This design comes from an exercise in tuning for small area, a short achievable clock period and few clock cycles on the open sky130 flow, not from production work.
Only simulation tests tie the RTL to the original design; equivalence was not proved.
Power and IR drop assume default switching activity.

## picoweb_engine
module picoweb_engine (
    input  wire        clk,
    input  wire        rst,
    input  wire        cmd_valid,
    output wire        cmd_ready,
    input  wire [1:0]  cmd_op,       
    input  wire [7:0]  cmd_type,     
    input  wire [7:0]  cmd_ctx,      
    input  wire [15:0] cmd_len,      
    input  wire [15:0] cmd_addr,     
    input  wire [5:0]  rx_len,       
    output wire [4:0]  rx_addr,
    input  wire [7:0]  rx_data,
    output wire [15:0] pay_addr,
    input  wire [7:0]  pay_data,
    output wire        tx_valid,
    output wire [7:0]  tx_data,
    output wire        ev_valid,
    output wire [1:0]  ev_kind,      
    output wire [7:0]  ev_type,
    output wire [7:0]  ev_ctx,
    output wire [7:0]  ev_data,
    output wire        rsp_valid,
    output wire [2:0]  rsp_status
);
    localparam MARKER = 8'hA5;
    localparam OP_TICK = 2'd0, OP_SUBMIT = 2'd1, OP_REGISTER = 2'd2, OP_PING = 2'd3;
    localparam E_IDLE = 2'd0, E_AWAIT = 2'd1, E_SENDING = 2'd2, E_RECV = 2'd3;
    localparam S_IDLE = 3'd0,    
               S_RD   = 3'd1,    
               S_DEC  = 3'd2,    
               S_PAY  = 3'd3,    
               S_TX   = 3'd4,    
               S_FLS  = 3'd5,    
               S_RSP  = 3'd6;    
    localparam A_NONE = 3'd0, A_NOOP = 3'd1, A_START = 3'd2, A_REJ = 3'd3,
               A_ACK = 3'd4, A_END = 3'd5, A_DATA = 3'd6, A_RESEND = 3'd7;
    reg [2:0]  st;
    reg        rdy;
    reg        rspv;
    reg [1:0]  estate;
    reg [2:0]  q_n;
    reg [7:0]  h_seq;
    reg [2:0]  pp_n;
    reg        last_valid;
    reg        txv;
    reg        evv;
    reg        bodyon;
    reg        flushing;         
    reg        flp;              
    reg        pingld;           
    reg [6:0]  q_type [0:3];
    reg [7:0]  q_ctx  [0:3];
    reg [15:0] q_len  [0:3];
    reg [15:0] q_addr [0:3];
    reg [7:0]  pp [0:3];
    reg [2:0]  d_code;           
    reg [7:0]  d_seq, d_ctx;
    reg [7:0]  d_cks;            
    reg [7:0]  d_b0;             
    reg [7:0]  txd;
    reg [4:0]  tpos;             
    reg [15:0] paddr;
    reg [4:0]  raddr;
    reg        syn;              
    reg [7:0]  acc;              
    reg [7:0]  f_type, f_ctx;    
    reg [5:0]  f_len;            
    reg [2:0]  f_kc;             
  ...
For scale: about 140 I/O pins, about 0.020 mm² of cells after synthesis.
export LEC_CHECK = 0
export CAP_MARGIN = 20
export CORE_MARGIN = 2
export CORE_UTILIZATION = 60
export SLEW_MARGIN = 20
create_clock -name core_clock -period 10.0 [get_ports {clk}]
standard.sh (not shown) runs the stock make flow with config.mk's settings and CLKGATE_MAP_FILE= SYNTH_SCRIPT=/design/flow/synth_recipe.tcl, a recipe that flattens the netlist after the stock synthesis.
==> flow/flow/run.sh <==
#!/bin/bash
# Standard ORFS layout of the design (the standard.sh, its constraint.sdc
# unchanged), with these changes to how the layout is made:
#  - repair_timing aims for extra setup slack (SETUP_SLACK_MARGIN),
#  - the port buffers are buf_2 cells (repair may resize them),
#  - clock tree synthesis inserts no dummy loads.
set -euo pipefail
export SETUP_SLACK_MARGIN=${MARGIN:-6.8}
export BUFFER_PORTS_ARGS="-buffer_cell sky130_fd_sc_hd__buf_2"
export CTS_ARGS="-sink_clustering_enable -repair_clock_nets -dont_use_dummy_load"
bash standard.sh finish > flow_finish.log 2>&1
The starting point passed the timing, design-rule and antenna checks.
Testbench counts at the start, summed over its fixed seeds: cycles 105,091.
Rerun with:
==> flow/flow/run.sh (replaced) <==
#!/bin/bash
# Standard ORFS layout of the design (the standard.sh, its constraint.sdc
# unchanged), with these changes to how the layout is made:
#  - repair_timing aims for extra setup slack (SETUP_SLACK_MARGIN),
#  - the port buffers are buf_2 cells (repair may resize them),
#  - clock tree synthesis inserts no dummy loads, and clusters more sinks per buffer.
set -euo pipefail
export SETUP_SLACK_MARGIN=${MARGIN:-6.7}
export BUFFER_PORTS_ARGS="-buffer_cell sky130_fd_sc_hd__buf_2"
export CTS_ARGS="-sink_clustering_enable -repair_clock_nets -dont_use_dummy_load -sink_clustering_size ${CTS_SIZE:-25} -sink_clustering_max_diameter ${CTS_DIAM:-110}"
bash standard.sh finish > flow_finish.log 2>&1
- sequential cell count stays the same
- cell area came out lower by 3.8%
- power came out lower by 9.9%
- utilization came out lower by 2.7 points
- wire length came out lower by 2.7%
- worst setup slack loses 0.067 ns
- worst hold slack is about the same
- critical path depth came out lower by 10
- clock skew came out lower by 0.0082 ns
- first-iteration DRC count came out lower by about 1.2%
- global-route usage came out lower by 0.79 points

== wip/sierra ==
picoweb_engine again, from the RTL that the note above started with.
export LEC_CHECK = 0
export CAP_MARGIN = 20
export CORE_MARGIN = 2
export CORE_UTILIZATION = 60
export SLEW_MARGIN = 20
create_clock -name core_clock -period 10.0 [get_ports {clk}]
==> flow/flow/run.sh <==
#!/bin/bash
# Standard ORFS layout of the design (the standard.sh, its constraint.sdc
# unchanged), with these changes to how the layout is made:
#  - repair_timing aims for extra setup slack (SETUP_SLACK_MARGIN),
#  - the port buffers are buf_2 cells (repair may resize them),
#  - clock tree synthesis inserts no dummy loads, and clusters more sinks per buffer.
set -euo pipefail
export SETUP_SLACK_MARGIN=${MARGIN:-6.7}
export BUFFER_PORTS_ARGS="-buffer_cell sky130_fd_sc_hd__buf_2"
export CTS_ARGS="-sink_clustering_enable -repair_clock_nets -dont_use_dummy_load -sink_clustering_size ${CTS_SIZE:-20} -sink_clustering_max_diameter ${CTS_DIAM:-100}"
bash standard.sh finish > flow_finish.log 2>&1
Testbench counts of wip/sierra, summed over its fixed seeds: cycles 105,091.
What wip/umber does differently from wip/sierra at the input level:
- swapping 60 for 72 in CORE_UTILIZATION
--- a/flow/flow/run.sh
+++ b/flow/flow/run.sh
@@ -7,3 +7,3 @@
 set -euo pipefail
-export SETUP_SLACK_MARGIN=${MARGIN:-6.7}
+export SETUP_SLACK_MARGIN=${MARGIN:-6.8}
 export BUFFER_PORTS_ARGS="-buffer_cell sky130_fd_sc_hd__buf_2"
Findings:
Ratio of final minimum period to clock period: wip/sierra and wip/umber compared, higher one is wip/umber. Register-to-register slack ends up lower on wip/umber. wip/umber reports its top routing layer in use as met4 while wip/sierra reports met5. Clock-buffer cell count (wip/umber vs. wip/sierra) decreases by a few percent. Across both runs, number of gates given a new drive strength after cts was higher for wip/umber than for wip/sierra. wip/sierra → wip/umber: combinational power share up 2.1 points; final net count now sits higher; number of placed instances, taps included moved down; highest ir drop seen on vdd now larger; placeable core area went down by about 17%. The lower overall power of wip/sierra and wip/umber is in wip/sierra. The standard cells in wip/umber occupy more silicon area than those in wip/sierra do.
The inputs of wip/juniper differ from those of wip/umber as listed below.
- CORE_UTILIZATION changed from 72 to 60
- SLEW_MARGIN changed from 20 to 5
- CAP_MARGIN changed from 20 to 5
### Flow results
Share of power burned in combinational logic down 1.6 points in wip/juniper wrt wip/umber
wip/juniper vs wip/umber, first-iteration detailed-routing DRC count went down by about 43%.
wip/umber reports its beginning of the critical path as q_len[0][14] while wip/juniper reports q_len[0][11].
Delta (wip/juniper minus wip/umber): total number of cells along the worst setup path fell 6, clock skew rose 0.020 ns, total of plain and repair buffers excluding clock buffers fell 3.3%, worst setup slack rose 0.47 ns, synthesis-to-finish area growth rose 0.28 points.
Here is what was changed in the inputs of wip/zinc compared with wip/juniper.
- swapping 5 for 20 in SLEW_MARGIN
- swapping 5 for 20 in CAP_MARGIN
Notes after the runs:
wip/zinc completed; timing, DRC and antenna clean
Changes observed in wip/zinc relative to wip/juniper: net count after synthesis did not really move; maximum number of pins on one net before global-route repair did not really move.
Diff wip/zinc..wip/juniper | die width | unchanged
Comparing wip/juniper against wip/zinc, there is no change at all in fraction of final layout cells sized beyond drive strength 1.
Re maximum clock insertion buffer count: no difference whatsoever between wip/juniper and wip/zinc.
As far as buffers plus inverters on the worst setup path goes, wip/zinc and wip/juniper are indistinguishable; the numbers are identical.
Diff wip/juniper..wip/zinc | count of fill cells added during filler insertion | unchanged
Diff wip/zinc..wip/juniper | fmax | unchanged
Synthesis-to-finish area growth came out exactly the same in wip/juniper and wip/zinc.
Sequential cell count: wip/zinc vs wip/juniper identical
Between wip/juniper and wip/zinc, the difference in total area of multi-input combinational cells is negligible.
## Diff of input files: wip/indigo against wip/zinc
--- a/flow/flow/run.sh
+++ b/flow/flow/run.sh
@@ -4,3 +4,3 @@
 #  - repair_timing aims for extra setup slack (SETUP_SLACK_MARGIN),
-#  - the port buffers are buf_2 cells (repair may resize them),
+#  - the port buffers are buf_1 cells (repair may resize them),
 #  - clock tree synthesis inserts no dummy loads, and clusters more sinks per buffer.
@@ -8,3 +8,3 @@
 export SETUP_SLACK_MARGIN=${MARGIN:-6.8}
-export BUFFER_PORTS_ARGS="-buffer_cell sky130_fd_sc_hd__buf_2"
+export BUFFER_PORTS_ARGS="-buffer_cell sky130_fd_sc_hd__buf_1"
 export CTS_ARGS="-sink_clustering_enable -repair_clock_nets -dont_use_dummy_load -sink_clustering_size ${CTS_SIZE:-20} -sink_clustering_max_diameter ${CTS_DIAM:-100}"
[summary]
For wip/indigo, the timing startpoint of the critical path was rx_data[1], unlike wip/zinc, where it was q_len[0][11].
wip/zinc ended up with or4_4 as its highest-delay cell along the critical path; wip/indigo ended up with ha_4.
Relative to wip/zinc, the final net count measured on wip/indigo has increased slightly.
Of the two values seen for worst setup path endpoint, txd[5] was produced by wip/zinc and syn by wip/indigo.
wip/indigo ended up with a lower detail-routed via count per cell than wip/zinc did.
Worst reg-to-reg path cell count in wip/indigo is 2 higher than in wip/zinc
The sequential portion of the cell area in wip/indigo was lower than what wip/zinc gave.
Compared with wip/zinc, wip/indigo shows a higher combinational power.
Edits applied to the flow inputs when going from wip/indigo to wip/garnet:
==> flow/flow/run.sh <==
#!/bin/bash
# Standard ORFS layout of the design (the standard.sh, its constraint.sdc
# unchanged), with these changes to how the layout is made:
#  - repair_timing aims for extra setup slack (SETUP_SLACK_MARGIN),
#  - the port buffers are buf_2 cells (repair may resize them),
#  - clock tree synthesis inserts no dummy loads, and clusters more sinks per buffer.
set -euo pipefail
export SETUP_SLACK_MARGIN=${MARGIN:-6.9}
export BUFFER_PORTS_ARGS="-buffer_cell sky130_fd_sc_hd__buf_2"
export CTS_ARGS="-sink_clustering_enable -repair_clock_nets -dont_use_dummy_load -sink_clustering_size ${CTS_SIZE:-20} -sink_clustering_max_diameter ${CTS_DIAM:-100}"
bash standard.sh finish > flow_finish.log 2>&1
## What came out
- wip/garnet did not stop at any stage, and its layout met the timing, design-rule and antenna checks.
- Changes observed in wip/garnet relative to wip/indigo: global-route usage closely matched the old numbers; fraction of area in clock buffers and inverters decreased by 0.19 points relative to the old numbers; wire length of the first global-routing pass closely matched the old numbers.

==> afterwards: timing with drivers on the ports <==
How much do the figures lean on ideal ports? The routed layouts below were timed once more, with nothing changed but the port constraints. Step 1: set_driving_cell puts a clkbuf_16 on clk and a buf_2 on each other input, an assumption about the parent block. Step 2 also shifts input and output timing later by t, the mid clock arrival at the registers, as if the neighbouring blocks saw the same clock. Slacks: ideal / step 1 / step 2; pairs: ideal / step 1.
| run | t, ns | slack for setup (ns) | worst setup path at the end | latest minus earliest clock arrival (ns) |
|---|---|---|---|---|
| the first run of note 1 | 0.562 | 6.789 / 6.748 / 6.249 | input to register | 0.042 / 0.042 |
| the second run of note 1 | 0.567 | 6.722 / 6.669 / 6.247 | input to register | 0.033 / 0.034 |
| wip/sierra | 0.589 | 6.712 / 6.659 / 6.222 | input to register | 0.045 / 0.046 |
| wip/umber | 0.587 | 6.296 / 6.296 / 6.290 | input to register | 0.022 / 0.023 |
| wip/juniper | 0.575 | 6.762 / 6.756 / 6.294 | input to register | 0.043 / 0.042 |
| wip/zinc | 0.575 | 6.762 / 6.756 / 6.294 | input to register | 0.043 / 0.042 |
| wip/indigo | 0.580 | 6.749 / 6.754 / 6.203 | input to register | 0.044 / 0.044 |
| wip/garnet | 0.585 | 6.836 / 6.836 / 6.370 | input to register | 0.039 / 0.039 |
After both steps every run listed still meets setup and hold. The setup slack of wip/indigo, which loses most, moves by +0.005 ns with the drivers and by -0.546 ns with both steps.
